What follows belongs to an exercise in optimizing a design on an open flow for small area; a production flow would make more cautious choices.
Where RTL was checked, it was by simulation tests only, not by an equivalence proof against the original.
Function not checked in run 1: the RTL went through the layout flow alone.
Power figures rest on the tool's default switching activity, not on a simulated workload.

## design/flow/config.mk

```make
export PLATFORM = sky130hd
export DESIGN_NAME = crtc6845
export DESIGN_NICKNAME = crtc6845
export VERILOG_FILES = /design/flow/design.v
export SDC_FILE = /design/flow/constraint.sdc
export NUM_CORES = 4
export LEC_CHECK = 0
export ABC_AREA = 1
export CAP_MARGIN = 20
export CORE_MARGIN = 2
export CORE_UTILIZATION = 65
export CTS_BUF_LIST = sky130_fd_sc_hd__clkbuf_4
export PLACE_DENSITY = 0.75
export SLEW_MARGIN = 20
```

## design/flow/constraint.sdc

```tcl
create_clock -name core_clock -period 15.0 [get_ports {clk}]
set_input_delay 3.0000 -clock core_clock [delete_from_list [all_inputs] [get_ports {clk}]]
set_output_delay 3.0000 -clock core_clock [all_outputs]
set_load 0.01 [all_outputs]
```

## design/flow/design.v

```verilog
module crtc6845 (
    input             clk,
    input             rst,
    input             ce,
    input             bus_en,
    input             bus_rs,
    input             bus_rw,
    input      [7:0]  bus_din,
    input             lpstb,
    output     [7:0]  dout,
    output            de,
    output            hsync,
    output            vsync,
    output            cursor,
    output     [13:0] ma,
    output     [4:0]  ra,
    output            frame_start,
    output            geom_evt,
    output            geom_valid,
    output            upd_valid,
    output     [13:0] upd_addr,
    output            upd_strobe
);
    localparam [2:0] UPD_DELAY = 3'd4;
    function [15:0] add;
        input [15:0] a, b;
        input        ci;
        integer i;
        reg     c;
        begin
            c = ci;
            for (i = 0; i < 16; i = i + 1) begin
                add[i] = a[i] ^ b[i] ^ c;
                c      = (a[i] & b[i]) | (c & (a[i] ^ b[i]));
            end
        end
    endfunction
    function lt;
        input [15:0] a, b;
        integer i;
        reg     l;
        begin
            l = 1'b0;
            for (i = 0; i < 16; i = i + 1)
                l = (~a[i] & b[i]) | (~(a[i] ^ b[i]) & l);
            lt = l;
        end
    endfunction
    reg [7:0]  r_htotal, r_hdisp, r_hsync_pos, r_sync_width;
    reg        r_mode3, r_mode6, r_mode7;
    reg [6:0]  r_vtotal, r_vdisp, r_vsync_pos, r_cur_start;
    reg [4:0]  r_vtotal_adj, r_max_ras, r_cur_end;
    reg [13:0] r_disp_start, r_cursor_addr, r_lpen_addr, r_update_addr;
    reg [5:0]  al;
    reg [7:0]  cc;
    reg [4:0]  ra_q;
    reg [6:0]  lc;
    reg [4:0]  adj_ctr;
    reg        adj_active;
    reg [3:0]  vsw_ctr;
    reg        vs_q;
    reg        line_enable;
    reg [4:0]  blink_ctr;
    reg        cursor_state;
    reg [13:0] line_addr;
    reg        lpen_latched;
    reg        update_ready;
    reg [7:0]  deoff_t, curon_t, hson_t;
    reg [4:0]  hsoff_t;
    reg [2:0]  updadr_t;
    wire [7:0] deoff_rem  = ~deoff_t;
    wire [7:0] curon_rem  = ~curon_t;
    wire [7:0] hson_rem   = ~hson_t;
    wire [4:0] hsoff_rem  = ~hsoff_t;
    wire [2:0] updadr_rem = ~updadr_t;
    reg        cur_q;
    reg        lpen_p;
    reg        lpen_cap;    
    reg        written, restart_q;
    reg [7:0]  dout_q;
    reg        frame_q, upd_valid_q, upd_strobe_q;
    reg [13:0] upd_addr_q;
    wire de_q    = |deoff_rem;
    wire hs_q    = |hsoff_rem;
    wire curon_p = |curon_rem;
    wire hson_p  = |hson_rem;
    wire updadr_p = |updadr_rem;
    function [5:0] satmul;
        input [4:0] k;
        input [4:0] mr;
        reg   [5:0] c;
        reg   [7:0] s;
        reg         ovf;
        begin
            c   = add({11'd0, mr}, 16'd0, 1'b1);
            ovf = (c[5] && k != 5'd0)
               || (k[1] && c[4]) || (k[2] && (c[4] || c[3]))
               || (k[3] && (c[4] || c[3] || c[2])) || (k[4] && (c[4] || c[3] || c[2] || c[1]));
            s   = add(add({11'd0, k[0] ? c[4:0] : 5'd0}, {11'd0, k[1] ? c[3:0] : 4'd0, 1'b0}, 1'b0),
                      add({11'd0, k[2] ? c[2:0] : 3'd0, 2'b0}, add({11'd0, k[3] ? c[1:0] : 2'd0, 3'b0},
                                                                 {11'd0, k[4] ? c[0] : 1'b0, 4'b0}, 1'b0), 1'b0), 1'b0);
            satmul = (ovf || s[7:5] != 3'd0) ? 6'd32 : {1'b0, s[4:0]};
        end
    endfunction
    wire [7:0] kv = add({9'd0, r_vsync_pos}, {8'd0, 1'b1, ~r_vtotal}, 1'b0);
    wire [7:0] kd = add({9'd0, r_vdisp}, {8'd0, 1'b1, ~r_vtotal}, 1'b0);
    wire [7:0] kv_abs = add({8'd0, kv ^ {8{kv[7]}}}, 16'd0, kv[7]);
    wire [5:0] pv = (kv_abs[7:5] != 3'd0) ? 6'd32 : satmul(kv_abs[4:0], r_max_ras);
    wire [5:0] pd = (kd[6:5] != 2'd0) ? 6'd32 : satmul(kd[4:0], r_max_ras);
    wire [6:0] vlim = add({11'd0, r_vtotal_adj}, {9'd0, {7{~kv[7]}} ^ {1'b0, pv}}, ~kv[7]) ^ 7'h40;
    wire v_son_ok  = lt(16'h40, {9'd0, vlim});
    wire v_disp_ok = kd[7] || !lt({11'd0, r_vtotal_adj}, pd);
    wire [9:0] dh = add({8'd0, r_htotal}, {6'h3F, 2'b11, ~r_hsync_pos}, 1'b1) ^ 10'h200;
    wire [7:0] hd_m1 = add({8'd0, r_hdisp}, 16'hFFFF, 1'b0);
    wire g_ok = (r_hdisp != 8'd0) && !lt({8'd0, r_htotal}, {8'd0, hd_m1})
             && dh[9]
             && (r_vdisp != 7'd0) && v_disp_ok && v_son_ok;
    wire [4:0] hsw_old = (r_sync_width[3:0] == 4'd0) ? 5'd16 : {1'b0, r_sync_width[3:0]};
    wire [4:0] hsw_new = (bus_din[3:0] == 4'd0) ? 5'd16 : {1'b0, bus_din[3:0]};
    wire [4:0] vsw_old = (r_sync_width[7:4] == 4'd0) ? 5'd16 : {1'b0, r_sync_width[7:4]};
    wire [4:0] vsw_new = (bus_din[7:4] == 4'd0) ? 5'd16 : {1'b0, bus_din[7:4]};
    wire [4:0] hsw_min = lt(hsw_old, hsw_new) ? hsw_old : hsw_new;
    wire [4:0] vsw_min = lt(vsw_old, vsw_new) ? vsw_old : vsw_new;
    wire sw_changed = ((bus_din[3:0] != r_sync_width[3:0]) && !lt({6'd0, dh}, {11'd0, hsw_min} | 16'h200))
                   || ((bus_din[7:4] != r_sync_width[7:4]) && lt({11'd0, vsw_min} | 16'h40, {9'd0, vlim}));
    reg field_changed;
    always @* begin
        case (al)
            6'd0:    field_changed = bus_din != r_htotal;
            6'd1:    field_changed = bus_din != r_hdisp;
            6'd2:    field_changed = bus_din != r_hsync_pos;
            6'd3:    field_changed = sw_changed;
            6'd4:    field_changed = bus_din[6:0] != r_vtotal;
            6'd5:    field_changed = bus_din[4:0] != r_vtotal_adj;
            6'd6:    field_changed = bus_din[6:0] != r_vdisp;
            6'd7:    field_changed = bus_din[6:0] != r_vsync_pos;
            6'd9:    field_changed = bus_din[4:0] != r_max_ras;
            default: field_changed = 1'b0;
        endcase
    end
    assign dout        = dout_q;
    assign de          = de_q;
    assign hsync       = hs_q;
    assign vsync       = vs_q;
    assign cursor      = cur_q;
    assign ma          = add({2'd0, line_addr}, {8'd0, cc}, 1'b0);
    assign ra          = ra_q;
    assign frame_start = frame_q;
    assign geom_evt    = restart_q && g_ok;
    assign geom_valid  = g_ok;
    assign upd_valid   = upd_valid_q;
    assign upd_addr    = upd_addr_q;
    assign upd_strobe  = upd_strobe_q;
    wire do_bus  = !rst && bus_en;
    wire do_lp   = !rst && !bus_en && lpstb;
    wire do_clk  = !rst && !bus_en && !lpstb && ce;
    wire do_sel  = do_bus && !bus_rs && !bus_rw;
    wire do_rdst = do_bus && !bus_rs &&  bus_rw;
    wire do_wr   = do_bus &&  bus_rs && !bus_rw;
    wire do_rd   = do_bus &&  bus_rs &&  bus_rw;
    wire [13:0] lpen_cur = lpen_cap ? ma : r_lpen_addr;
    wire [13:0] upd_inc = add({2'd0, r_update_addr}, 16'd0, 1'b1);
    wire t_phi2  = r_mode7 && r_mode3;
    wire t_blank = !r_mode7 && r_mode3;
    wire geom_restart = do_wr && (!written || field_changed);
    reg [7:0]  n_cc;
    reg [4:0]  n_ra;
    reg [6:0]  n_lc;
    reg [4:0]  n_adj_ctr;
    reg        n_adj_active;
    reg [3:0]  n_vsw_ctr;
    reg        n_vs, n_line_enable;
    reg [4:0]  n_blink_ctr;
    reg        n_cursor_state;
    reg [13:0] n_line_addr, n_update_addr;
    reg        n_lpen_latched, n_update_ready;
    reg        n_de, n_cur;
    reg [7:0]  n_deoff_rem, n_curon_rem, n_hson_rem;
    reg [4:0]  n_hsoff_rem;
    reg        n_lpen_p, n_lpen_cap;
    reg [2:0]  n_updadr_rem;
    reg [7:0]  n_dout;
    reg        n_frame, n_upd_valid, n_upd_strobe;
    reg [13:0] n_upd_addr;
    reg        line_due, deoff_due, curon_due, hson_due, lpen_due, updadr_due;
    reg        deoff_now, curon_now, hson_now, upd_trans;
    reg [4:0]  hsw;
    reg        tu;
    reg [14:0] cd;
    reg        cv;
    always @* begin
        n_cc           = cc;
        n_ra           = ra_q;
        n_lc           = lc;
        n_adj_ctr      = adj_ctr;
        n_adj_active   = adj_active;
        n_vsw_ctr      = vsw_ctr;
        n_vs           = vs_q;
        n_line_enable  = line_enable;
        n_blink_ctr    = blink_ctr;
        n_cursor_state = cursor_state;
        n_line_addr    = line_addr;
        n_update_addr  = r_update_addr;
        n_lpen_latched = lpen_latched;
        n_update_ready = update_ready;
        n_de           = de_q;
        n_cur          = cur_q;
        n_deoff_rem    = deoff_rem;
        n_curon_rem    = curon_rem;
        n_hson_rem     = hson_rem;
        n_hsoff_rem    = hsoff_rem;
        n_lpen_p       = lpen_p;
        n_lpen_cap     = 1'b0;
        n_updadr_rem   = updadr_rem;
        n_dout         = dout_q;
        n_frame        = 1'b0;
        n_upd_valid    = 1'b0;
        n_upd_strobe   = upd_strobe_q;
        n_upd_addr     = upd_addr_q;
        line_due = 1'b0; deoff_due = 1'b0; curon_due = 1'b0;
        hson_due = 1'b0; lpen_due = 1'b0; updadr_due = 1'b0;
        deoff_now = 1'b0; curon_now = 1'b0; hson_now = 1'b0; upd_trans = 1'b0;
        hsw = (r_sync_width[3:0] == 4'd0) ? 5'd16 : {1'b0, r_sync_width[3:0]};
        tu = 1'b0;
        cd = 15'd0;
        cv = 1'b0;
        if (do_rdst) begin
            n_dout = {update_ready, lpen_latched, !line_enable, 5'd0};
        end
        if (do_rd) begin
            case (al)
                6'd12:   n_dout = {2'd0, r_disp_start[13:8]};
                6'd13:   n_dout = r_disp_start[7:0];
                6'd14:   n_dout = {2'd0, r_cursor_addr[13:8]};
                6'd15:   n_dout = r_cursor_addr[7:0];
                6'd16:   begin n_dout = {2'd0, lpen_cur[13:8]}; n_lpen_latched = 1'b0; end
                6'd17:   begin n_dout = lpen_cur[7:0];          n_lpen_latched = 1'b0; end
                default: n_dout = 8'd0;
            endcase
            tu = (al == 6'd31);
        end
        if (do_wr) begin
            if (al == 6'd18) begin
                n_update_addr = {bus_din[5:0], r_update_addr[7:0]};
                if (t_phi2) upd_trans = 1'b1;
            end
            if (al == 6'd19) begin
                n_update_addr = {r_update_addr[13:8], bus_din};
                if (t_phi2) upd_trans = 1'b1;
            end
            tu = (al == 6'd31);
        end
        if (tu && r_mode3) begin
            if (t_phi2) begin
                n_update_addr = upd_inc;
                upd_trans = 1'b1;
            end else if (update_ready) begin
                n_update_ready = 1'b0;
                if (!de_q) begin
                    n_updadr_rem = UPD_DELAY;
                end
            end
        end
        if (geom_restart) begin
            n_cc = 8'd0;
        end
        if (do_lp) begin
            n_lpen_p = 1'b1;
        end
        if (do_clk) begin
            n_cc = add({8'd0, cc}, 16'd0, 1'b1);
            line_due = (cc == r_htotal);
            if (de_q)     begin deoff_due  = (deoff_rem == 8'd1);  n_deoff_rem  = ~add({8'd0, deoff_t}, 16'd0, 1'b1); end
            if (curon_p)  begin curon_due  = (curon_rem == 8'd1);  n_curon_rem  = ~add({8'd0, curon_t}, 16'd0, 1'b1); end
            if (hson_p)   begin hson_due   = (hson_rem == 8'd1);   n_hson_rem   = ~add({8'd0, hson_t}, 16'd0, 1'b1); end
            if (hs_q)     begin n_hsoff_rem = ~add({11'd0, hsoff_t}, 16'd0, 1'b1); end
            if (updadr_p) begin updadr_due = (updadr_rem == 3'd1); n_updadr_rem = ~add({13'd0, updadr_t}, 16'd0, 1'b1); end
            lpen_due   = lpen_p;    n_lpen_p   = 1'b0;
            if (deoff_due) begin
                n_de = 1'b0;
                if (!n_update_ready) n_updadr_rem = UPD_DELAY;
            end
            n_cur = 1'b0;
            if (curon_due) n_cur = 1'b1;
            if (hson_due)  n_hsoff_rem = hsw;
            if (line_due) begin
                n_cc = 8'd0;
                if (vs_q) begin
                    n_vsw_ctr = add({12'd0, vsw_ctr}, 16'd0, 1'b1);
                    if (n_vsw_ctr == r_sync_width[7:4])
                        n_vs = 1'b0;
                end
                if (ra_q == r_max_ras) begin
                    if (lc == r_vtotal) begin
                        n_adj_ctr    = 5'd0;
                        n_adj_active = 1'b1;
                    end
                    n_ra        = 5'd0;
                    n_lc        = add({9'd0, lc}, 16'd0, 1'b1);
                    n_line_addr = add({2'd0, line_addr}, {8'd0, r_hdisp}, 1'b0);
                    if (n_lc == r_vdisp) n_line_enable = 1'b0;
                    if (n_lc == r_vsync_pos) begin
                        n_vsw_ctr = 4'd0;
                        n_vs      = 1'b1;
                    end
                end else begin
                    n_ra = add({11'd0, ra_q}, 16'd0, 1'b1);
                end
                if (n_adj_active) begin
                    if (n_adj_ctr == r_vtotal_adj) begin
                        n_adj_active  = 1'b0;
                        n_ra          = 5'd0;
                        n_lc          = 7'd0;
                        n_line_addr   = r_disp_start;
                        n_line_enable = 1'b1;
                        if (r_vdisp == 7'd0) n_line_enable = 1'b0;
                        if (r_vsync_pos == 7'd0) begin
                            n_vsw_ctr = 4'd0;
                            n_vs      = 1'b1;
                        end
                        n_blink_ctr = add({11'd0, blink_ctr}, 16'd0, 1'b1);
                        case (r_cur_start[6:5])
                            2'd0: n_cursor_state = 1'b1;
                            2'd1: n_cursor_state = 1'b0;
                            2'd2: if (blink_ctr[3:0] == 4'hF) n_cursor_state = !cursor_state;
                            2'd3: if (blink_ctr[4:0] == 5'h1F) n_cursor_state = !cursor_state;
                        endcase
                        n_frame = 1'b1;
                    end else begin
                        n_adj_ctr = add({11'd0, n_adj_ctr}, 16'd0, 1'b1);
                    end
                end
                if (n_line_enable) begin
                    if (r_hdisp == 8'd0) begin
                        n_deoff_rem = 8'd0;
                        deoff_now   = 1'b1;
                    end else begin
                        n_deoff_rem = r_hdisp;
                    end
                    cd = add({2'd0, r_cursor_addr}, {2'b11, ~n_line_addr}, 1'b1);
                    cv = n_cursor_state && !cd[14] && (cd[13:8] == 6'd0) && lt(cd[7:0], r_hdisp)
                      && !lt(r_max_ras, r_cur_start[4:0]) && !lt(r_cur_end, r_cur_start[4:0])
                      && (lt(r_max_ras, r_cur_end) || (!lt(n_ra, r_cur_start[4:0]) && !lt(r_cur_end, n_ra)));
                    if (cv) begin
                        if (cd[7:0] == 8'd0) begin
                            n_curon_rem = 8'd0;
                            curon_now   = 1'b1;
                        end else begin
                            n_curon_rem = cd[7:0];
                        end
                    end
                end else begin
                    n_deoff_rem = 8'd0;
                end
                if (r_hsync_pos == 8'd0) begin
                    n_hson_rem = 8'd0;
                    hson_now   = 1'b1;
                end else begin
                    n_hson_rem = r_hsync_pos;
                end
                if (n_de != n_line_enable) begin
                    n_de = n_line_enable;
                    if (n_line_enable) begin
                        n_updadr_rem = 3'd0;
                        updadr_due   = 1'b0;
                    end else if (!n_update_ready) begin
                        n_updadr_rem = UPD_DELAY;
                    end
                end
            end
            if (lpen_due) begin
                n_lpen_cap     = 1'b1;
                n_lpen_latched = 1'b1;
            end
            if (updadr_due) upd_trans = 1'b1;
            if (deoff_now) begin
                n_de = 1'b0;
                if (!n_update_ready) n_updadr_rem = UPD_DELAY;
            end
            if (curon_now) n_cur = 1'b1;
            if (hson_now)  n_hsoff_rem = hsw;
        end
        if (upd_trans) begin
            n_upd_valid  = 1'b1;
            n_upd_addr   = n_update_addr;
            n_upd_strobe = r_mode6;
            if (!n_update_ready && t_blank) begin
                n_update_addr  = upd_inc;
                n_update_ready = 1'b1;
            end
        end
    end
    always @(posedge clk) begin
        if (rst) begin
            r_htotal <= 8'd0;  r_hdisp <= 8'd0;  r_hsync_pos <= 8'd0;  r_sync_width <= 8'd0;
            r_vtotal <= 7'd0;  r_vtotal_adj <= 5'd0;  r_vdisp <= 7'd0;  r_vsync_pos <= 7'd0;
            r_mode3 <= 1'b0;  r_mode6 <= 1'b0;  r_mode7 <= 1'b0;
            r_max_ras <= 5'd0;  r_cur_start <= 7'd0;  r_cur_end <= 5'd0;
            r_disp_start <= 14'd0;  r_cursor_addr <= 14'd0;  r_lpen_addr <= 14'd0;  r_update_addr <= 14'd0;
            al <= 6'd0;
            cc <= 8'd0;  ra_q <= 5'd0;  lc <= 7'd0;  adj_ctr <= 5'd0;  adj_active <= 1'b0;
            vsw_ctr <= 4'd0;  vs_q <= 1'b0;  line_enable <= 1'b0;  blink_ctr <= 5'd0;
            cursor_state <= 1'b0;  line_addr <= 14'd0;  lpen_latched <= 1'b0;  update_ready <= 1'b1;
            cur_q <= 1'b0;
            deoff_t <= 8'hFF;  curon_t <= 8'hFF;  hson_t <= 8'hFF;  hsoff_t <= 5'h1F;
            lpen_p <= 1'b0;  lpen_cap <= 1'b0;  updadr_t <= 3'h7;
            written <= 1'b0;  restart_q <= 1'b0;
            dout_q <= 8'd0;  frame_q <= 1'b0;
            upd_valid_q <= 1'b0;  upd_addr_q <= 14'd0;  upd_strobe_q <= 1'b0;
        end else begin
            if (do_sel) al <= bus_din[5:0];
            if (do_wr) begin
                written <= 1'b1;
                case (al)
                    6'd0:  r_htotal      <= bus_din;
                    6'd1:  r_hdisp       <= bus_din;
                    6'd2:  r_hsync_pos   <= bus_din;
                    6'd3:  r_sync_width  <= bus_din;
                    6'd4:  r_vtotal      <= bus_din[6:0];
                    6'd5:  r_vtotal_adj  <= bus_din[4:0];
                    6'd6:  r_vdisp       <= bus_din[6:0];
                    6'd7:  r_vsync_pos   <= bus_din[6:0];
                    6'd8:  begin r_mode3 <= bus_din[3]; r_mode6 <= bus_din[6]; r_mode7 <= bus_din[7]; end
                    6'd9:  r_max_ras     <= bus_din[4:0];
                    6'd10: r_cur_start   <= bus_din[6:0];
                    6'd11: r_cur_end     <= bus_din[4:0];
                    6'd12: r_disp_start[13:8]  <= bus_din[5:0];
                    6'd13: r_disp_start[7:0]   <= bus_din;
                    6'd14: r_cursor_addr[13:8] <= bus_din[5:0];
                    6'd15: r_cursor_addr[7:0]  <= bus_din;
                    default: ;
                endcase
            end
            if (lpen_cap) r_lpen_addr <= ma;
            lpen_cap <= n_lpen_cap;  r_update_addr <= n_update_addr;
            restart_q <= geom_restart;
            cc <= n_cc;  ra_q <= n_ra;  lc <= n_lc;  adj_ctr <= n_adj_ctr;  adj_active <= n_adj_active;
            vsw_ctr <= n_vsw_ctr;  vs_q <= n_vs;  line_enable <= n_line_enable;
            blink_ctr <= n_blink_ctr;  cursor_state <= n_cursor_state;  line_addr <= n_line_addr;
            lpen_latched <= n_lpen_latched;  update_ready <= n_update_ready;
            cur_q <= n_cur;
            deoff_t <= n_de ? ~n_deoff_rem : 8'hFF;
            curon_t <= ~n_curon_rem;  hson_t <= ~n_hson_rem;  hsoff_t <= ~n_hsoff_rem;
            lpen_p <= n_lpen_p;  updadr_t <= ~n_updadr_rem;
            dout_q <= n_dout;  frame_q <= n_frame;
            upd_valid_q <= n_upd_valid;  upd_addr_q <= n_upd_addr;  upd_strobe_q <= n_upd_strobe;
        end
    end
endmodule
```

## design/flow/run.sh

```bash
#!/bin/bash
# synth_recipe.tcl (not shown) runs the flow's synth.tcl, then flattens the netlist and writes it again
# the make line also repeats each setting of config.mk as NAME=value (left out here)
make -C /OpenROAD-flow-scripts/flow DESIGN_CONFIG=/design/flow/config.mk WORK_HOME=/design/flow/orfs CLKGATE_MAP_FILE= SYNTH_SCRIPT=/design/flow/synth_recipe.tcl finish
```

==> results of run 1 <==
[stage by stage]
stage               std cells  power [mW]  setup slack [ns]  hold WS (ns)  instance area (um2)
floorplan                2284       0.888              2.94         0.427                17100
finish                   2724        1.63             0.758         0.467                18800
detailed placement       2597       0.968              1.60         0.458                17900
global route             2724        1.70             0.180         0.486                18800
global placement         2597       0.962              1.89         0.447                17900
CTS                      2723        1.63             0.852         0.466                18800
[report_power, final]
| part | switching (mW) | leakage (nW) | internal (mW) |
|---|---|---|---|
| Clock | 0.324 | 0.544 | 0.342 |
| Sequential | 0.00941 | 2.07 | 0.689 |
| Combinational | 0.173 | 6.07 | 0.0880 |
[layout by cell type, fill, tap and decap left out, drive strengths merged, types with 17 or more instances in the layout]
| cell type | Yosys | final |
|---|---|---|
| dfxtp | 256 | 256 |
| mux2i | 17 | 17 |
| a211oi | 41 | 41 |
| nand3 | 97 | 97 |
| xnor2 | 18 | 18 |
| o211ai | 48 | 48 |
| ha | 161 | 161 |
| clkinv | 6 | 22 |
| nor3 | 20 | 20 |
| o21ai | 223 | 223 |
| nand4 | 20 | 20 |
| xor2 | 40 | 40 |
| fa | 64 | 64 |
| nand2 | 359 | 359 |
| nor2 | 179 | 179 |
| inv | 342 | 345 |
| clkdlybuf4s50 | 0 | 63 |
| a21oi | 188 | 188 |
| buf | 13 | 17 |
| clkbuf | 89 | 105 |
[critical path: cells and delay by family (launching register included)]
kind,cells,cell delay (ns)
DFF,1,0.33
xor gates and xnor gates,2,0.45
adders and majority gates,20,6.85
muxes,1,0.22
AOI/OAI and AO/OA,2,0.48
and+or+nand+nor,9,1.25
buffers and inverters,8,0.94
[cells by family after synthesis]
family                   synth area share, %
AND/OR/NAND/NOR                         17.4
multiplexers                           0.994
buffers and inverters                   10.0
XOR/XNOR                                2.97
adder cells (fa/ha/maj)                 19.2
AO/OA/AOI/OAI                           19.5
flip-flops                              29.9
[synth_stat cells (2+ instances only)]
| cell | n | area (um2) |
|---|---|---|
| a2111oi_0 | 4 | 35.0 |
| a211oi_1 | 39 | 293 |
| a211oi_2 | 2 | 25.0 |
| a21o_1 | 3 | 22.5 |
| a21oi_1 | 187 | 936 |
| a22oi_1 | 3 | 22.5 |
| a31o_2 | 5 | 43.8 |
| a31oi_1 | 3 | 18.8 |
| and2_1 | 2 | 12.5 |
| buf_1 | 5 | 18.8 |
| buf_2 | 6 | 30.0 |
| buf_6 | 2 | 22.5 |
| clkbuf_1 | 89 | 334 |
| clkinv_1 | 5 | 18.8 |
| dfxtp_1 | 256 | 5120 |
| fa_1 | 64 | 1280 |
| ha_1 | 161 | 2010 |
| inv_1 | 337 | 1260 |
| inv_2 | 5 | 18.8 |
| mux2i_1 | 17 | 170 |
| nand2_1 | 356 | 1340 |
| nand2_2 | 2 | 12.5 |
| nand3_1 | 94 | 470 |
| nand3_4 | 2 | 35.0 |
| nand3b_1 | 5 | 37.5 |
| nand4_1 | 20 | 125 |
| nor2_1 | 177 | 664 |
| nor2_2 | 2 | 12.5 |
| nor3_1 | 19 | 95.1 |
| nor4_1 | 13 | 81.3 |
| o2111ai_1 | 9 | 78.8 |
| o211ai_1 | 48 | 360 |
| o21a_1 | 6 | 45.0 |
| o21ai_0 | 217 | 1090 |
| o21ai_1 | 5 | 25.0 |
| o21bai_1 | 4 | 30.0 |
| o221ai_1 | 4 | 35.0 |
| o22ai_1 | 15 | 93.8 |
| o2bb2ai_1 | 3 | 26.3 |
| o311ai_0 | 3 | 26.3 |
| o31ai_1 | 6 | 45.0 |
| o41ai_1 | 2 | 17.5 |
| or2_2 | 5 | 31.3 |
| xnor2_1 | 18 | 158 |
| xor2_1 | 40 | 350 |
[per-layer routing]
metal  vias up  share of wire, %  routed length [um]
li1       7762                 -                   -
met1      7538                41               20800
met2       670                47               23400
met3       171               8.0                4010
met4         0               4.1                2070
met5         -                 0                   0
[worst paths after layout]
path / to / slack [ns] / depth (start not counted)
setup / recovery: geom_evt / 0.76 / 42
hold / removal: dout_q[4] / 0.47 / 2
setup reg to reg: cc[3] / 4.67 / 46
hold reg to reg: dout_q[4] / 0.47 / 2
[layout make-up]
type	instances	area (um2)	area share [%]
multi-input combinational	1578	10300	54.7
sequential	256	5120	27.2
inverter	348	1310	6.95
clock buffer	105	788	4.19
timing repair buffer	80	758	4.03
tap	335	419	2.23
clock inverter	21	131	0.698
antenna	1	2.50	0.0133
==> results.sh, run 1 <==
export IMPL_status="complete, no violations"
export IMPL_route_vias_total=16141
export IMPL_crit_type="reg2out"
export IMPL_ys_flop_type="dfxtp_1"
export IMPL_clockBufferDepth=3
export IMPL_r2r_start="r_vtotal[0]"
export IMPL_grt_max_degree=79
export IMPL_gp_congestion=0.958
export IMPL_finalNetCount=2576
export IMPL_crit_start="r_vtotal[0]"
export IMPL_cts_resized=0
export IMPL_setup_viol=0
export IMPL_holdCritStartpoint="dout_q[4]"
export IMPL_rows=59
export IMPL_met3_usage_pct=6.41
export IMPL_power_density_nw_per_um2=86.3
export IMPL_fmaxAchievable_mhz=70.2
export IMPL_synth_cells=2284
export IMPL_cp_common_cell="fa_1"
export IMPL_ys_seq_area_share_pct=29.9
export IMPL_grt_usage_pct=36.4
export IMPL_start_kind="register"
export IMPL_cp_slowest_cell="fa_1"
export IMPL_path_clk_slew_ns=0.06
export IMPL_grt_busiest_layer="met2"
export IMPL_async_flop_share_pct=0
export IMPL_grt_pass1_vias=15638
export IMPL_ys_ff_latch=256
export IMPL_synth_edf_count=0
export IMPL_syn_nets=2524
export IMPL_drv_cap=0
export IMPL_syn_mean_instance_area_um2=7.50
export IMPL_htree_levels=3
export IMPL_grt_overflow=0
export IMPL_drive_above_1_share_pct=6.78
export IMPL_worstPathArrival_ns=11.24
export IMPL_setup_tns_ns=0
export IMPL_hpwl_mm=36.3
export IMPL_die_h_um=166
export IMPL_met2_usage_pct=60.9
export IMPL_dieArea_um2=27700
export IMPL_rsz0062_at_grt="false"
export IMPL_start_util_pct=65.9
export IMPL_die_width_um=166
export IMPL_numCtsBuffers=72
export IMPL_drt_pass1_iterations=6
export IMPL_min_path_type="reg2reg"
export IMPL_syn_area_um2=17100
export IMPL_fin_util_pct=72.5
export IMPL_wire_per_inst_um=18.5
export IMPL_yosysWarnings=1
export IMPL_crit_fanout=14
export IMPL_slowest_delay_ns=0.65
export IMPL_remaining_drc_errors=0
export IMPL_antenna_found_initial=1
export IMPL_routed_wirelength_mm=50.3
export IMPL_max_vdd_ir_drop_mv=0.0790
export IMPL_area_delta_synth_final_pct=9.94
export IMPL_clkSinkCount=256
export IMPL_cts_setup_buffers=0
export IMPL_insertion_delay_ns=0.73
export IMPL_cts_hold_buffers=0
export IMPL_slew_limit_headroom_pct=28.3
export IMPL_min_period_ns=14.24
export IMPL_grt_pass1_wl_mm=81.1
export IMPL_tritoncts="done"
export IMPL_tightest_slew_ns=1.07
export IMPL_port_buffers=64
export IMPL_finalCritPeriodShare_pct=94.9
export IMPL_clockRootBuffer="clkbuf_4"
export IMPL_ant_nets=0
export IMPL_hold_viol_final=0
export IMPL_cp_required_ns=12.00
export IMPL_drtIter0Drc=1609
export IMPL_yosysUniqueCellTypes=59
export IMPL_drt_vias_per_instance=5.93
export IMPL_skew_ns=0.0605
export IMPL_coreArea_um2=26000
export IMPL_n_fill_cell=2141
export IMPL_ios=65
export IMPL_use_met1_pct=46.8
export IMPL_maxSlewViolCount=0
export IMPL_worst_setup_path_end_kind="primary output"
export IMPL_power_leakage_nw=8.68
==> inputs of run 2 (changes only) <==
--- a/design/flow/design.v
+++ b/design/flow/design.v
@@ -67,13 +67,10 @@
     reg        update_ready;
-    reg [7:0]  deoff_t, curon_t, hson_t;
-    reg [4:0]  hsoff_t;
-    reg [2:0]  updadr_t;
-    wire [7:0] deoff_rem  = ~deoff_t;
-    wire [7:0] curon_rem  = ~curon_t;
-    wire [7:0] hson_rem   = ~hson_t;
-    wire [4:0] hsoff_rem  = ~hsoff_t;
-    wire [2:0] updadr_rem = ~updadr_t;
+    reg [7:0]  deoff_rem;
+    reg [7:0]  curon_rem;
     reg        cur_q;
+    reg [7:0]  hson_rem;
+    reg [4:0]  hsoff_rem;
     reg        lpen_p;
     reg        lpen_cap;    
+    reg [2:0]  updadr_rem;
     reg        written, restart_q;
@@ -272,7 +269,7 @@
             line_due = (cc == r_htotal);
-            if (de_q)     begin deoff_due  = (deoff_rem == 8'd1);  n_deoff_rem  = ~add({8'd0, deoff_t}, 16'd0, 1'b1); end
-            if (curon_p)  begin curon_due  = (curon_rem == 8'd1);  n_curon_rem  = ~add({8'd0, curon_t}, 16'd0, 1'b1); end
-            if (hson_p)   begin hson_due   = (hson_rem == 8'd1);   n_hson_rem   = ~add({8'd0, hson_t}, 16'd0, 1'b1); end
-            if (hs_q)     begin n_hsoff_rem = ~add({11'd0, hsoff_t}, 16'd0, 1'b1); end
-            if (updadr_p) begin updadr_due = (updadr_rem == 3'd1); n_updadr_rem = ~add({13'd0, updadr_t}, 16'd0, 1'b1); end
+            if (de_q)     begin deoff_due  = (deoff_rem == 8'd1);  n_deoff_rem  = add({8'd0, deoff_rem}, 16'hFFFF, 1'b0); end
+            if (curon_p)  begin curon_due  = (curon_rem == 8'd1);  n_curon_rem  = add({8'd0, curon_rem}, 16'hFFFF, 1'b0); end
+            if (hson_p)   begin hson_due   = (hson_rem == 8'd1);   n_hson_rem   = add({8'd0, hson_rem}, 16'hFFFF, 1'b0); end
+            if (hs_q)     begin n_hsoff_rem = add({11'd0, hsoff_rem}, 16'hFFFF, 1'b0); end
+            if (updadr_p) begin updadr_due = (updadr_rem == 3'd1); n_updadr_rem = add({13'd0, updadr_rem}, 16'hFFFF, 1'b0); end
             lpen_due   = lpen_p;    n_lpen_p   = 1'b0;
@@ -404,4 +401,4 @@
             cur_q <= 1'b0;
-            deoff_t <= 8'hFF;  curon_t <= 8'hFF;  hson_t <= 8'hFF;  hsoff_t <= 5'h1F;
-            lpen_p <= 1'b0;  lpen_cap <= 1'b0;  updadr_t <= 3'h7;
+            deoff_rem <= 8'd0;  curon_rem <= 8'd0;  hson_rem <= 8'd0;  hsoff_rem <= 5'd0;
+            lpen_p <= 1'b0;  lpen_cap <= 1'b0;  updadr_rem <= 3'd0;
             written <= 1'b0;  restart_q <= 1'b0;
@@ -441,5 +438,5 @@
             cur_q <= n_cur;
-            deoff_t <= n_de ? ~n_deoff_rem : 8'hFF;
-            curon_t <= ~n_curon_rem;  hson_t <= ~n_hson_rem;  hsoff_t <= ~n_hsoff_rem;
-            lpen_p <= n_lpen_p;  updadr_t <= ~n_updadr_rem;
+            deoff_rem <= n_de ? n_deoff_rem : 8'd0;
+            curon_rem <= n_curon_rem;  hson_rem <= n_hson_rem;  hsoff_rem <= n_hsoff_rem;
+            lpen_p <= n_lpen_p;  updadr_rem <= n_updadr_rem;
             dout_q <= n_dout;  frame_q <= n_frame;
--- a/design/flow/config.mk
+++ b/design/flow/config.mk
@@ -10,5 +10,4 @@
 export CORE_MARGIN = 2
-export CORE_UTILIZATION = 65
-export CTS_BUF_LIST = sky130_fd_sc_hd__clkbuf_4
-export PLACE_DENSITY = 0.75
+export CORE_UTILIZATION = 40
+export PLACE_DENSITY = 0.6
 export SLEW_MARGIN = 20
==> results.sh, run 2 <==
export IMPL_finalInstanceArea_um2=19200
export IMPL_tightest_slew_ns=1.13
export IMPL_maxSlewViolCount=0
export IMPL_worstPathArrival_ns=11.22
export IMPL_setup_tns_ns=0
export IMPL_yosysTopAreaCellShare_pct=29.8
export IMPL_min_path_type="reg2reg"
export IMPL_cts_setup_buffers=0
export IMPL_finalCritPeriodShare_pct=94.8
export IMPL_htree_levels=1
export IMPL_clkSinkCount=256
export IMPL_status="complete, no violations"
export IMPL_ys_ff_latch=256
export IMPL_grt_max_degree=91
export IMPL_ant_nets=0
export IMPL_skew_ns=0.0149
export IMPL_drt_vias_per_instance=5.40
export IMPL_ios=65
export IMPL_die_h_um=211
export IMPL_clockRootBuffer="clkbuf_16"
export IMPL_start_util_pct=40.7
export IMPL_syn_area_um2=17200
export IMPL_rows=75
export IMPL_drv_cap=0
export IMPL_finalNetCount=2568
export IMPL_cp_slowest_cell="fa_1"
export IMPL_async_flop_share_pct=0
export IMPL_synth_edf_count=0
export IMPL_crit_fanout=14
export IMPL_grt_pass1_wl_mm=82.8
export IMPL_worst_setup_path_end_kind="primary output"
export IMPL_setup_viol=0
export IMPL_yosysWarnings=1
export IMPL_power_leakage_nw=8.66
export IMPL_place_ws_ns=1.44
export IMPL_cts_hold_buffers=0
export IMPL_syn_nets=2557
export IMPL_ys_flop_type="dfxtp_1"
export IMPL_slew_limit_headroom_pct=24.4
export IMPL_yosys_top_cells_count="361 x nand2_1, 330 x inv_1, 256 x dfxtp_1, 245 x nor2_1, 214 x o21ai_0"
export IMPL_hpwl_mm=38.3
export IMPL_drtIter0Drc=1310
export IMPL_grt_overflow=0
export IMPL_grt_usage_pct=23.5
export IMPL_synth_cells=2316
export IMPL_path_clk_slew_ns=0.06
export IMPL_hold_viol_final=0
export IMPL_antennaDiodeCount=0
export IMPL_fin_ws_ns=0.784
export IMPL_hold_ws_ns=0.471
export IMPL_cp_required_ns=12.00
export IMPL_ys_seq_area_share_pct=29.8
export IMPL_met3_usage_pct=2.61
export IMPL_met2_usage_pct=39.0
export IMPL_grt_busiest_layer="met2"
export IMPL_yosysUniqueCellTypes=61
export IMPL_drive_above_1_share_pct=4.30
export IMPL_layout_common_cells="361 x nand2_1, 329 x inv_1, 256 x dfxtp_1"
export IMPL_insertion_delay_ns=0.58
export IMPL_route_vias_total=15578
export IMPL_wire_per_inst_um=18.1
export IMPL_clockBufferDepth=3
export IMPL_max_vdd_ir_drop_mv=0.0824
export IMPL_grt_pass1_vias=14979
export IMPL_numCtsBuffers=30
export IMPL_n_fill_cell=4280
export IMPL_min_period_ns=14.22
export IMPL_cts_resized=0
export IMPL_syn_mean_instance_area_um2=7.43
export IMPL_synth_most_common_cell="nand2_1"
export IMPL_place_area_um2=18200
export IMPL_start_kind="register"
export IMPL_cp_common_cell="fa_1"
export IMPL_coreArea_um2=42200
export IMPL_power_density_nw_per_um2=87.4
export IMPL_yosysTopAreaCell="dfxtp_1"
export IMPL_final_common_cell="nand2_1"
export IMPL_crit_type="reg2out"
export IMPL_tritoncts="done"
export IMPL_gp_congestion=0.907
export IMPL_port_buffers=64
export IMPL_rsz0062_at_grt="false"
export IMPL_fmaxAchievable_mhz=70.3
export IMPL_die_width_um=211
export IMPL_antenna_found_initial=1
export IMPL_routed_wirelength_mm=52.3
export IMPL_power_total_mw=1.68
export IMPL_dieArea_um2=44700
export IMPL_remaining_drc_errors=0
export IMPL_slowest_delay_ns=0.63
export IMPL_ys_top_cells_by_area="dfxtp_1 30%, ha_1 12%, nand2_1 7.9%"
export IMPL_area_delta_synth_final_pct=11.5
export IMPL_use_met1_pct=32.9
export IMPL_drt_pass1_iterations=5
==> run 2: changes by cell type in the layout (fill, tap and decap cells not counted), sizes merged, moves of 11 or more <==
| cell | before | now |
|---|---|---|
| clkinv | 22 | 11 |
| nand2 | 359 | 370 |
| o211ai | 48 | 23 |
| a221oi | 0 | 12 |
| clkbuf | 105 | 45 |
| nor2 | 179 | 249 |
| nand3 | 97 | 68 |
==> run 2: final cells by class <==
type	instances	area, um2	area share [%]
multi-input combinational	1618	10400	54.2
sequential	256	5120	26.7
clock buffer	45	837	4.37
inverter	343	1300	6.77
tap	539	674	3.52
clock inverter	8	101	0.529
timing repair buffer	78	741	3.86
==> run 2: kinds of logic after synthesis <==
kind of cell    synth area share (%)
simple gates                    18.9
compound gates                  18.4
buf+inv                         9.85
flops                           29.8
fa+ha+maj                       19.2
xor+xnor                        3.06
mux                            0.764
==> run 2: critical path, delay by kind of cell (launching register included) <==
kind            cells  cell delay [ns]
fa+ha+maj          20             6.68
compound gates      1             0.06
flops               1             0.37
simple gates       13             1.84
buf+inv            10             1.24
xor+xnor            2             0.46
==> run 2: worst paths after layout <==
kind	startpoint	to	slack, ns	cells after the start
setup / recovery	r_vtotal[0]	geom_evt	0.78	46
hold reg to reg	r_cur_start[5]	r_cur_start[5]	0.47	2
hold / removal	r_cur_start[5]	r_cur_start[5]	0.47	2
setup reg to reg	r_vtotal[0]	cc[5]	4.74	50
==> run 2: per-stage QoR <==
stage | cells | utilization, %
CTS | 2887 | 45.4
finish | 2887 | 45.4
detailed placement | 2834 | 43.2
floorplan | 2316 | -
global placement | 2834 | 43.2
global route | 2887 | 45.4
==> run 2: layer usage <==
metal  wire [um]  part of all wire (%)
met2       24000                    46
met5           0                     0
met4        1090                   2.1
met3        2670                   5.1
met1       24500                    47
==> run 2: where the power goes <==
group	total, mW	leakage [nW]	switching, mW	internal, mW
Sequential	0.697	2.07	0.00842	0.689
Combinational	0.262	6.13	0.176	0.0856
Clock	0.717	0.460	0.300	0.417
Total	1.68	8.66	0.485	1.19
==> inputs of run 3 (changes only) <==
--- a/design/flow/design.v
+++ b/design/flow/design.v
@@ -67,11 +67,9 @@
     reg        update_ready;
-    reg [7:0]  deoff_rem;
-    reg [7:0]  curon_rem;
-    reg        cur_q;
-    reg [7:0]  hson_rem;
+    reg [7:0]  deoff_rem, curon_rem, hson_rem;
     reg [4:0]  hsoff_rem;
+    reg [2:0]  updadr_rem;
+    reg        cur_q;
     reg        lpen_p;
     reg        lpen_cap;    
-    reg [2:0]  updadr_rem;
-    reg        written, restart_q;
+    reg        restart_q;
     reg [7:0]  dout_q;
@@ -161,3 +159,3 @@
     wire t_blank = !r_mode7 && r_mode3;
-    wire geom_restart = do_wr && (!written || field_changed);
+    wire geom_restart = do_wr && field_changed;
     reg [7:0]  n_cc;
@@ -397,4 +395,4 @@
             al <= 6'd0;
-            cc <= 8'd0;  ra_q <= 5'd0;  lc <= 7'd0;  adj_ctr <= 5'd0;  adj_active <= 1'b0;
-            vsw_ctr <= 4'd0;  vs_q <= 1'b0;  line_enable <= 1'b0;  blink_ctr <= 5'd0;
+            cc <= 8'd0;  ra_q <= 5'd0;  lc <= 7'd0;  adj_active <= 1'b0;
+            vs_q <= 1'b0;  line_enable <= 1'b0;  blink_ctr <= 5'd0;
             cursor_state <= 1'b0;  line_addr <= 14'd0;  lpen_latched <= 1'b0;  update_ready <= 1'b1;
@@ -403,3 +401,3 @@
             lpen_p <= 1'b0;  lpen_cap <= 1'b0;  updadr_rem <= 3'd0;
-            written <= 1'b0;  restart_q <= 1'b0;
+            restart_q <= 1'b0;
             dout_q <= 8'd0;  frame_q <= 1'b0;
@@ -409,3 +407,2 @@
             if (do_wr) begin
-                written <= 1'b1;
                 case (al)
@@ -433,4 +430,4 @@
             restart_q <= geom_restart;
-            cc <= n_cc;  ra_q <= n_ra;  lc <= n_lc;  adj_ctr <= n_adj_ctr;  adj_active <= n_adj_active;
-            vsw_ctr <= n_vsw_ctr;  vs_q <= n_vs;  line_enable <= n_line_enable;
+            cc <= n_cc;  ra_q <= n_ra;  lc <= n_lc;  adj_active <= n_adj_active;
+            vs_q <= n_vs;  line_enable <= n_line_enable;
             blink_ctr <= n_blink_ctr;  cursor_state <= n_cursor_state;  line_addr <= n_line_addr;
@@ -445,2 +442,6 @@
     end
+    always @(posedge clk) begin
+        adj_ctr <= n_adj_ctr;
+        vsw_ctr <= n_vsw_ctr;
+    end
 endmodule
==> design/flow/flow/run.sh (new file) <==
#!/bin/bash
# Own layout flow: the standard flow (standard.sh, ORFS scripts and
# settings) with three changes that only affect how the netlist is mapped:
#  - ABC maps the logic with an area-oriented script (dch + amap, twice)
#    in place of ORFS's abc_area.script;
#  - no ADDER_MAP_FILE, so the ripple arithmetic of the RTL is left to ABC
#    instead of being extracted into fa/ha cells first;
#  - ports are buffered with sky130_fd_sc_hd__buf_1 (still one buffer per port).
# Each tool's output goes to the ORFS logs under orfs/logs; the make output
# goes to standard_flow.log in this folder.
set -euo pipefail
here=$(pwd)
mkdir -p "$here/scripts_mod"
cp -r "$FLOW_HOME/scripts/." "$here/scripts_mod/"
cp "$here/flow/abc_area.script" "$here/scripts_mod/abc_area.script"
bash "$here/standard.sh" SCRIPTS_DIR="$here/scripts_mod" ADDER_MAP_FILE= \
    "BUFFER_PORTS_ARGS=-buffer_cell sky130_fd_sc_hd__buf_1" finish > "$here/standard_flow.log" 2>&1
==> design/flow/flow/abc_area.script (new file) <==
strash
dch -f
amap
strash
dch -f
amap
topo
==> design/flow/standard.sh (new file) <==
#!/bin/bash
# synth_recipe.tcl (not shown) runs the flow's synth.tcl, then flattens the netlist and writes it again
# the make line also repeats each setting of config.mk as NAME=value (left out here)
make -C /OpenROAD-flow-scripts/flow DESIGN_CONFIG=/design/flow/config.mk WORK_HOME=/design/flow/orfs CLKGATE_MAP_FILE= SYNTH_SCRIPT=/design/flow/synth_recipe.tcl "${@:-finish}"
--- a/design/flow/config.mk
+++ b/design/flow/config.mk
@@ -11,2 +11,6 @@
 export CORE_UTILIZATION = 40
+export CTS_BUF_LIST = sky130_fd_sc_hd__clkbuf_16
+export CTS_CLUSTER_DIAMETER = 100
+export CTS_CLUSTER_SIZE = 20
+export GPL_TIMING_DRIVEN = 0
 export PLACE_DENSITY = 0.6
removed: design/flow/run.sh
==> results.sh, run 3 <==
export IMPL_synth_adder_area_share_pct=0
export IMPL_remaining_drc_errors=0
export IMPL_async_flop_share_pct=0
export IMPL_routed_wirelength_mm=51.8
export IMPL_slew_limit_headroom_pct=19.9
export IMPL_reg2reg_to="curon_rem[3]"
export IMPL_cts_resized=0
export IMPL_hold_viol_final=0
export IMPL_synthXorXnorAreaFrac_pct=0
export IMPL_fmaxAchievable_mhz=89.5
export IMPL_power_density_nw_per_um2=86.7
export IMPL_synth_mux_area_share_pct=0
export IMPL_tightest_slew_ns=1.19
export IMPL_gp_congestion=0.928
export IMPL_clkSinkCount=255
export IMPL_skew_ns=0.0270
export IMPL_grt_max_degree=41
export IMPL_p_int_mw=0.966
export IMPL_grt_usage_pct=26.3
export IMPL_syn_nets=2066
export IMPL_start_util_pct=40.3
export IMPL_ys_ff_latch=255
export IMPL_clockRootBuffer="clkbuf_16"
export IMPL_r2r_setup_slack_ns=4.68
export IMPL_synth_compound_area_share_pct=37.0
export IMPL_rr_worst_depth=34
export IMPL_grt_overflow=0
export IMPL_antennaDiodeCount=0
export IMPL_power_share_clock_pct=32.0
export IMPL_yosysTopAreaCell="dfxtp_1"
export IMPL_route_vias_total=16040
export IMPL_grt_pass1_vias=14633
export IMPL_hpwl_mm=38.2
export IMPL_port_buffers=64
export IMPL_instances_no_fill=2615
export IMPL_rows=70
export IMPL_hold_path_end="hson_rem[6]"
export IMPL_cp_slowest_cell="dfxtp_1"
export IMPL_coreArea_um2=36300
export IMPL_worst_setup_path_end_kind="primary output"
export IMPL_n_fill_cell=3732
export IMPL_start_kind="register"
export IMPL_htree_levels=1
export IMPL_path_clk_slew_ns=0.09
export IMPL_place_area_um2=15700
export IMPL_drv_cap=0
export IMPL_cts_hold_buffers=0
export IMPL_maxSlewViolCount=0
export IMPL_p_seq_share_pct=49.9
export IMPL_min_delay_path_depth=2
export IMPL_syn_area_um2=14700
export IMPL_slowest_delay_ns=0.51
export IMPL_clockBufferDepth=3
export IMPL_ios=65
export IMPL_ys_flop_type="dfxtp_1"
export IMPL_final_common_cell="nor2_1"
export IMPL_wire_per_inst_um=19.8
export IMPL_finalNetCount=2159
export IMPL_synth_most_common_cell="nor2_1"
export IMPL_rsz0062_at_grt="false"
export IMPL_r2r_start="r_max_ras[3]"
export IMPL_synth_cells=2051
export IMPL_power_total_mw=1.40
export IMPL_dp_cells=2593
export IMPL_yosysUniqueCellTypes=46
export IMPL_ys_top_cells_by_area="dfxtp_1 34%, nor2_1 9.8%, a221oi_1 8.1%"
export IMPL_syn_mean_instance_area_um2=7.15
export IMPL_swShare_pct=30.9
export IMPL_ant_nets=0
export IMPL_power_leakage_nw=5.16
export IMPL_status="complete, no violations"
export IMPL_dieArea_um2=38200
export IMPL_numCtsBuffers=16
export IMPL_die_width_um=195
export IMPL_min_period_ns=11.17
export IMPL_tritoncts="done"
export IMPL_cp_required_ns=12.00
export IMPL_drt_vias_per_instance=6.13
export IMPL_crit_type="reg2out"
export IMPL_fin_ws_ns=3.83
export IMPL_synth_edf_count=9
export IMPL_grt_pass1_wl_mm=80.7
export IMPL_insertion_delay_ns=0.52
export IMPL_max_vdd_ir_drop_mv=0.0822
export IMPL_switching_power_mw=0.432
export IMPL_ys_seq_area_share_pct=35.4
export IMPL_worstPathArrival_ns=8.17
export IMPL_drive_above_1_share_pct=1.82
export IMPL_comb_power_share_pct=18.1
export IMPL_min_path_type="reg2reg"
export IMPL_yosysTopAreaCellShare_pct=33.6
export IMPL_synth_top_family_by_area="compound AO/OA/AOI/OAI gates"
export IMPL_drt_pass1_iterations=6
export IMPL_antenna_found_initial=0
export IMPL_die_h_um=195
export IMPL_area_delta_synth_final_pct=10.1
export IMPL_crit_start="r_vtotal[1]"
export IMPL_finalCritPeriodShare_pct=74.5
export IMPL_place_ws_ns=4.45
export IMPL_holdCritStartpoint="hson_rem[6]"
export IMPL_layout_common_cells="379 x nor2_1, 288 x clkinv_1, 246 x dfxtp_1"
export IMPL_cts_setup_buffers=0
export IMPL_yosysWarnings=1
export IMPL_crit_fanout=7
export IMPL_drtIter0Drc=1504
export IMPL_yosys_top_cells_count="382 x nor2_1, 288 x clkinv_1, 246 x dfxtp_1, 178 x nand2_1, 154 x o21ai_0"
export IMPL_setup_viol=0
export IMPL_setup_tns_ns=0
export IMPL_finalInstanceArea_um2=16100
export IMPL_synthSimpleGateAreaFrac_pct=20.1
-- run 3: kinds of logic after synthesis --
logic type / count (synthesis)
simple gates: 703
compound gates: 805
buf+inv: 288
flops: 255
-- run 3: area by class of cell --
| type | instances | area [um2] | share of cell area (%) |
|---|---|---|---|
| repair buffers | 75 | 405 | 2.51 |
| flip-flops and latches | 255 | 5190 | 32.2 |
| clock inverters | 4 | 15.0 | 0.0931 |
| well taps | 468 | 586 | 3.63 |
| multi-input cells | 1508 | 8420 | 52.2 |
| clock buffers | 17 | 425 | 2.64 |
| inverters | 288 | 1080 | 6.71 |
-- run 3: per-layer routing --
layer	vias up	global-route usage [%]	part of all wire, %	wire [um]
met5	-	0	0	0
met4	0	9.75	3.9	2040
met3	111	2.75	6.5	3350
met2	574	43.3	46	23600
met1	7453	35.5	44	22800
li1	7902	-	-	-
-- run 3: worst max path at each step --
stage | endpoint | slack (ns)
floorplan | geom_evt | 5.84
global placement | r_update_addr[13] | -4.41
detailed placement | curon_rem[3] | 4.45
CTS | geom_evt | 3.94
global route | geom_evt | 2.78
finish | geom_evt | 3.83
-- run 3: power groups by stage --
stage	registers, mW	clock network, mW	logic (mW)
after floorplan	0.711	0	0.156
after global placement	0.713	0	0.235
after detailed placement	0.713	0	0.246
after CTS	0.697	0.460	0.247
after global routing	0.699	0.480	0.277
final	0.698	0.447	0.254
-- run 3: stage by stage --
stage | hold slack (ns) | utilization, %
after floorplan | 0.428 | -
after global placement | 0.446 | 42.6
after detailed placement | 0.450 | 43.1
after CTS | 0.462 | 44.3
after global routing | 0.485 | 44.4
final | 0.459 | 44.4
-- run 3: worst max-delay path: cells and delay by family (launching register included) --
family	cells	cell delay [ns]
compound gates	18	3.04
buf+inv	4	0.65
flops	1	0.51
simple gates	23	3.43
==> inputs of run 4 (changes only) <==
--- a/design/flow/config.mk
+++ b/design/flow/config.mk
@@ -8,3 +8,3 @@
 export ABC_AREA = 1
-export CAP_MARGIN = 20
+export CAP_MARGIN = 0
 export CORE_MARGIN = 2
@@ -13,5 +13,5 @@
 export CTS_CLUSTER_DIAMETER = 100
-export CTS_CLUSTER_SIZE = 20
+export CTS_CLUSTER_SIZE = 25
 export GPL_TIMING_DRIVEN = 0
 export PLACE_DENSITY = 0.6
-export SLEW_MARGIN = 20
+export SLEW_MARGIN = 0
==> results.sh, run 4 <==
export IMPL_status="complete, no violations"
export IMPL_route_vias_total=16111
export IMPL_dieArea_um2=38200
export IMPL_grt_pass1_vias=14640
export IMPL_ant_nets=0
export IMPL_synth_adder_area_share_pct=0
export IMPL_cts_setup_buffers=0
export IMPL_coreArea_um2=36300
export IMPL_hpwl_mm=38.2
export IMPL_worst_setup_path_end_kind="primary output"
export IMPL_syn_nets=2066
export IMPL_insertion_delay_ns=0.53
export IMPL_drv_cap=0
export IMPL_crit_fanout=7
export IMPL_port_buffers=64
export IMPL_drt_pass1_iterations=8
export IMPL_remaining_drc_errors=0
export IMPL_ios=65
export IMPL_yosysTopAreaCell="dfxtp_1"
export IMPL_setup_viol=0
export IMPL_n_fill_cell=3750
export IMPL_rsz0062_at_grt="false"
export IMPL_ys_seq_area_share_pct=35.4
export IMPL_antennaDiodeCount=0
export IMPL_cp_common_cell="nand2_1"
export IMPL_gp_congestion=0.928
export IMPL_synthXorXnorAreaFrac_pct=0
export IMPL_maxSlewViolCount=0
export IMPL_clockRootBuffer="clkbuf_16"
export IMPL_ys_ff_latch=255
export IMPL_power_total_mw=1.40
export IMPL_grt_overflow=0
export IMPL_cp_required_ns=12.00
export IMPL_yosys_top_cells_count="382 x nor2_1, 288 x clkinv_1, 246 x dfxtp_1, 178 x nand2_1, 154 x o21ai_0"
export IMPL_grt_pass1_wl_mm=80.6
export IMPL_yosysUniqueCellTypes=46
export IMPL_cp_slowest_cell="o21ai_0"
export IMPL_finalCritPeriodShare_pct=74.1
export IMPL_min_path_type="reg2reg"
export IMPL_die_h_um=195
export IMPL_syn_mean_instance_area_um2=7.15
export IMPL_max_vdd_ir_drop_mv=0.0870
export IMPL_clkSinkCount=255
export IMPL_cts_resized=0
export IMPL_fmaxAchievable_mhz=90.0
export IMPL_crit_type="reg2out"
export IMPL_start_kind="register"
export IMPL_path_clk_slew_ns=0.11
export IMPL_numCtsBuffers=15
export IMPL_min_period_ns=11.11
export IMPL_layout_common_cells="380 x nor2_1, 288 x clkinv_1, 246 x dfxtp_1"
export IMPL_htree_levels=1
export IMPL_async_flop_share_pct=0
export IMPL_die_width_um=195
export IMPL_yosysTopAreaCellShare_pct=33.6
export IMPL_drt_vias_per_instance=6.15
export IMPL_area_delta_synth_final_pct=9.90
export IMPL_start_util_pct=40.3
export IMPL_cts_hold_buffers=0
export IMPL_ys_flop_type="dfxtp_1"
export IMPL_synth_edf_count=9
export IMPL_grt_max_degree=43
export IMPL_clockBufferDepth=3
export IMPL_final_common_cell="nor2_1"
export IMPL_drtIter0Drc=1597
export IMPL_grt_usage_pct=26.1
export IMPL_synth_most_common_cell="nor2_1"
export IMPL_synth_cells=2051
export IMPL_routed_wirelength_mm=51.6
export IMPL_dp_cells=2592
export IMPL_ys_top_cells_by_area="dfxtp_1 34%, nor2_1 9.8%, a221oi_1 8.1%"
export IMPL_yosysWarnings=1
export IMPL_tightest_slew_ns=1.31
export IMPL_synth_mux_area_share_pct=0
export IMPL_tritoncts="done"
export IMPL_power_leakage_nw=5.15
export IMPL_instances_no_fill=2618
export IMPL_rows=70
export IMPL_slowest_delay_ns=0.58
export IMPL_syn_area_um2=14700
export IMPL_synthSimpleGateAreaFrac_pct=20.1
export IMPL_synth_compound_area_share_pct=37.0
export IMPL_power_density_nw_per_um2=87.2
export IMPL_skew_ns=0.0389
export IMPL_drive_above_1_share_pct=1.72
export IMPL_finalNetCount=2158
export IMPL_synth_top_family_by_area="compound AO/OA/AOI/OAI gates"
export IMPL_wire_per_inst_um=19.7
export IMPL_worstPathArrival_ns=8.11
export IMPL_hold_viol_final=0
export IMPL_slew_limit_headroom_pct=12.2
export IMPL_antenna_found_initial=0
==> run 4: worst paths after layout <==
check	startpoint	to	slack [ns]	cells past startpoint
setup / recovery	r_vtotal[2]	geom_evt	3.89	45
hold / removal	dout_q[1]	dout_q[1]	0.46	2
setup reg to reg	r_max_ras[3]	curon_rem[5]	4.51	36
hold reg to reg	dout_q[1]	dout_q[1]	0.46	2
==> run 4: area by class of cell <==
type	instances	area (um2)	share of cell area [%]
clock buffers	15	375	2.33
flip-flops and latches	255	5190	32.3
inverters	288	1080	6.71
well taps	468	586	3.64
repair buffers	75	402	2.49
clock inverters	9	72.6	0.451
multi-input cells	1508	8400	52.1
==> run 4: logic make-up after synthesis <==
kind of cell	Yosys count
AO/OA/AOI/OAI	805
buffers and inverters	288
flip-flops	255
AND/OR/NAND/NOR	703
==> run 4: layer usage <==
metal	part of all wire (%)	GRT usage [%]	vias to the layer above
li1	-	-	7900
met3	6.5	3.56	104
met2	46	42.9	579
met1	45	35.4	7528
met4	3.2	8.59	0
met5	0	0	-
==> run 4: worst max-delay path: cells and delay by family, from the launching register on <==
family          cells  cell delay, ns
compound gates     18            3.53
simple gates       24            3.05
buf+inv             3            0.53
flops               1            0.49
==> run 4: report_power, final <==
part / switching, mW / internal (mW)
registers: 0.00772 / 0.690
clock network: 0.261 / 0.191
logic: 0.181 / 0.0737
==> run 4: per-stage QoR <==
stage / utilization, % / setup WS, ns / TNS, ns / instance area (um2) / hold WS (ns)
final: 44.3 / 3.89 / 0 / 16100 / 0.464
after detailed placement: 43.1 / 4.50 / 0 / 15600 / 0.447
after global placement: 42.6 / -4.41 / -514.58 / 15500 / 0.446
after floorplan: - / 5.84 / 0 / 14700 / 0.428
after global routing: 44.3 / 2.85 / 0 / 16100 / 0.487
after CTS: 44.3 / 3.91 / 0 / 16100 / 0.462
==> inputs of run 5 (changes only) <==
--- a/design/flow/flow/run.sh
+++ b/design/flow/flow/run.sh
@@ -3,3 +3,4 @@
 # settings) with three changes that only affect how the netlist is mapped:
-#  - ABC maps the logic with an area-oriented script (dch + amap, twice)
+#  - ABC maps the logic with an area-oriented script (&deepsyn, then dch +
+#    amap twice)
 #    in place of ORFS's abc_area.script;
==> design/flow/flow/abc_area.script (replaced) <==
strash
&get -n
&deepsyn -J 50 -T 300
&put
dch -f
amap
strash
dch -f
amap
topo
==> design/flow/config.mk (replaced) <==
export PLATFORM = sky130hd
export DESIGN_NAME = crtc6845
export DESIGN_NICKNAME = crtc6845
export VERILOG_FILES = /design/flow/design.v
export SDC_FILE = /design/flow/constraint.sdc
export NUM_CORES = 4
export LEC_CHECK = 0
export ABC_AREA = 1
export CAP_MARGIN = 20
export CORE_MARGIN = 2
export CORE_UTILIZATION = 40
export CTS_BUF_LIST = sky130_fd_sc_hd__clkbuf_8
export CTS_CLUSTER_DIAMETER = 60
export CTS_CLUSTER_SIZE = 12
export GPL_TIMING_DRIVEN = 0
export PLACE_DENSITY = 0.6
export SLEW_MARGIN = 20
==> results.sh, run 5 <==
export IMPL_status="complete, no violations"
export IMPL_power_density_nw_per_um2=112
export IMPL_htree_levels=1
export IMPL_setup_viol=0
export IMPL_drive_above_1_share_pct=2.55
export IMPL_power_leakage_nw=4.87
export IMPL_routed_wirelength_mm=51.8
export IMPL_cts_setup_buffers=0
export IMPL_tritoncts="done"
export IMPL_dieArea_um2=36100
export IMPL_drt_pass1_iterations=7
export IMPL_antennaDiodeCount=0
export IMPL_ios=65
export IMPL_synth_edf_count=9
export IMPL_grt_overflow=0
export IMPL_min_delay_path_depth=2
export IMPL_clockBufferDepth=3
export IMPL_synth_mux_area_share_pct=0
export IMPL_cts_resized=0
export IMPL_gp_congestion=0.970
export IMPL_synthSimpleGateAreaFrac_pct=19.3
export IMPL_antenna_found_initial=0
export IMPL_rsz0062_at_grt="false"
export IMPL_die_width_um=190
export IMPL_ys_seq_area_share_pct=37.6
export IMPL_min_period_ns=10.67
export IMPL_min_path_type="reg2reg"
export IMPL_rows=68
export IMPL_maxSlewViolCount=0
export IMPL_dp_cells=2451
export IMPL_yosys_top_cells_count="295 x clkinv_1, 290 x nor2_1, 262 x o22ai_1, 246 x dfxtp_1, 152 x o21ai_0"
export IMPL_yosysTopAreaCell="dfxtp_1"
export IMPL_coreArea_um2=34300
export IMPL_yosysTopAreaCellShare_pct=35.6
export IMPL_numCtsBuffers=28
export IMPL_grt_pass1_vias=14085
export IMPL_cp_slowest_cell="clkinv_1"
export IMPL_synth_compound_area_share_pct=35.1
export IMPL_synth_most_common_cell="clkinv_1"
export IMPL_slowest_delay_ns=0.80
export IMPL_ys_ff_latch=255
export IMPL_area_delta_synth_final_pct=10.3
export IMPL_layout_common_cells="293 x clkinv_1, 287 x nor2_1, 262 x o22ai_1"
export IMPL_port_buffers=64
export IMPL_crit_fanout=20
export IMPL_cts_hold_buffers=0
export IMPL_syn_mean_instance_area_um2=7.17
export IMPL_route_vias_total=15481
export IMPL_drt_vias_per_instance=6.21
export IMPL_ys_top_cells_by_area="dfxtp_1 36%, o22ai_1 12%, clkinv_1 8.0%"
export IMPL_remaining_drc_errors=0
export IMPL_slew_limit_headroom_pct=19.4
export IMPL_n_fill_cell=3613
export IMPL_cp_required_ns=15.49
export IMPL_hold_viol_final=0
export IMPL_insertion_delay_ns=0.60
export IMPL_grt_pass1_wl_mm=80.3
export IMPL_start_util_pct=40.3
export IMPL_fmaxAchievable_mhz=93.8
export IMPL_clkSinkCount=255
export IMPL_ys_flop_type="dfxtp_1"
export IMPL_finalNetCount=2041
export IMPL_drv_cap=0
export IMPL_finalCritPeriodShare_pct=71.1
export IMPL_instances_no_fill=2494
export IMPL_ant_nets=0
export IMPL_synth_adder_area_share_pct=0
export IMPL_drtIter0Drc=1686
export IMPL_syn_area_um2=13800
export IMPL_path_clk_slew_ns=0.08
export IMPL_rr_worst_depth=37
export IMPL_yosysUniqueCellTypes=48
export IMPL_die_h_um=190
export IMPL_start_kind="register"
export IMPL_tightest_slew_ns=1.18
export IMPL_syn_nets=1942
export IMPL_grt_max_degree=32
export IMPL_grt_usage_pct=28.1
export IMPL_wire_per_inst_um=20.8
export IMPL_skew_ns=0.0179
export IMPL_async_flop_share_pct=0
export IMPL_hpwl_mm=37.7
export IMPL_synthXorXnorAreaFrac_pct=0.0633
export IMPL_synth_top_family_by_area="compound AO/OA/AOI/OAI gates"
export IMPL_worst_setup_path_end_kind="register"
export IMPL_final_common_cell="clkinv_1"
export IMPL_crit_type="reg2reg"
export IMPL_max_vdd_ir_drop_mv=0.111
export IMPL_cp_common_cell="o21ai_0"
export IMPL_yosysWarnings=1
export IMPL_worstPathArrival_ns=11.15
export IMPL_clockRootBuffer="clkbuf_8"
export IMPL_synth_cells=1927
export IMPL_setup_tns_ns=0
-- run 5: cell count changes in the layout (fill, tap and decap cells not counted), moves of 10 or more --
cell,change
o22ai_1,+122
a211oi_1,-16
a22oi_1,-44
clkbuf_16,-15
nand2_1,-32
nand3_1,+10
nor2_1,-93
a221oi_1,-116
or3_1,+20
clkbuf_8,+32
-- run 5: metal layers --
metal | global-route usage [%] | wire, um | vias to the layer above
met4 | 9.51 | 1880 | 0
li1 | - | - | 7400
met2 | 44.7 | 22800 | 721
met5 | 0 | 0 | -
met3 | 3.95 | 4070 | 114
met1 | 39.0 | 23100 | 7246
-- run 5: area by class of cell --
type                    instances  area, um2  area share (%)
repair buffers                 69        298            1.95
clock inverters                11       86.3           0.566
inverters                     295       1110            7.28
multi-input cells            1377       7550            49.5
clock buffers                  32        440            2.89
well taps                     455        569            3.73
flip-flops and latches        255       5190            34.1
-- run 5: per-stage QoR --
step | worst slack [ns] | hold WS (ns) | cell area (um2) | power, mW | utilization (%)
5_1_grt | 3.55 | 0.476 | 15300 | 1.79 | 44.5
2_1_floorplan | 6.70 | 0.430 | 13800 | 1.05 | -
6_report | 4.33 | 0.460 | 15300 | 1.71 | 44.5
3_3_place_gp | 0.951 | 0.445 | 14600 | 1.23 | 42.7
4_1_cts | 4.46 | 0.460 | 15300 | 1.71 | 44.5
3_5_place_dp | 4.54 | 0.447 | 14700 | 1.24 | 42.9
-- run 5: cell families after synthesis --
| group | Yosys count |
|---|---|
| flip-flops | 255 |
| buffers and inverters | 295 |
| AND/OR/NAND/NOR | 613 |
| XOR/XNOR | 1 |
| AO/OA/AOI/OAI | 763 |
-- run 5: final timing paths --
| check | from | to | slack [ns] |
|---|---|---|---|
| hold / removal | upd_addr_q[7] | upd_addr_q[7] | 0.46 |
| hold reg to reg | upd_addr_q[7] | upd_addr_q[7] | 0.46 |
| setup / recovery | r_max_ras[0] | cur_q | 4.33 |
| setup reg to reg | r_max_ras[0] | cur_q | 4.33 |
-- run 5: power by group --
| group | switching [mW] | total, mW | internal (mW) | leakage [nW] |
|---|---|---|---|---|
| clock network | 0.263 | 0.475 | 0.212 | 0.287 |
| registers | 0.0158 | 0.714 | 0.698 | 2.07 |
| logic | 0.389 | 0.523 | 0.134 | 2.52 |
| total | 0.668 | 1.71 | 1.04 | 4.87 |
-- run 5: worst max-delay path: cells and delay by family, from the launching register on --
family / cells / cell delay, ns
AND/OR/NAND/NOR: 12 / 2.63
buffers and inverters: 6 / 2.18
AO/OA/AOI/OAI: 19 / 4.96
flip-flops: 1 / 0.70

-- separate check: timing with driven ports --
The results above use ideal ports. As a check the final layouts listed here were re-extracted and re-timed, cells and wires unchanged. Step 1: set_driving_cell puts a clkbuf_16 on clk and a buf_2 on each other input, an assumption about the parent block. Step 2 also shifts input and output timing later by t, the mid clock arrival at the registers, as if the neighbouring blocks saw the same clock. a / b / c = ideal ports / drivers / drivers and shift; a / b = the first two.
| run | t (ns) | setup WS [ns] | worst setup path at the end | clock arrival spread, ns | slew at the worst register clock pin (ns) |
|---|---|---|---|---|---|
| run 1 | 0.754 | 0.758 / 0.705 / 1.459 | register to output | 0.061 / 0.060 | 0.07 / 0.07 |
| run 2 | 0.627 | 0.784 / 0.730 / 1.358 | register to output | 0.015 / 0.015 | 0.06 / 0.06 |
| run 3 | 0.554 | 3.830 / 3.777 / 4.332 | register to output | 0.027 / 0.027 | 0.09 / 0.09 |
| run 4 | 0.560 | 3.886 / 3.831 / 4.392 | register to output | 0.039 / 0.039 | 0.11 / 0.11 |
| run 5 | 0.637 | 4.334 / 4.334 / 4.334 | register to register | 0.019 / 0.019 | 0.09 / 0.09 |
After both steps every run listed still meets setup and hold.
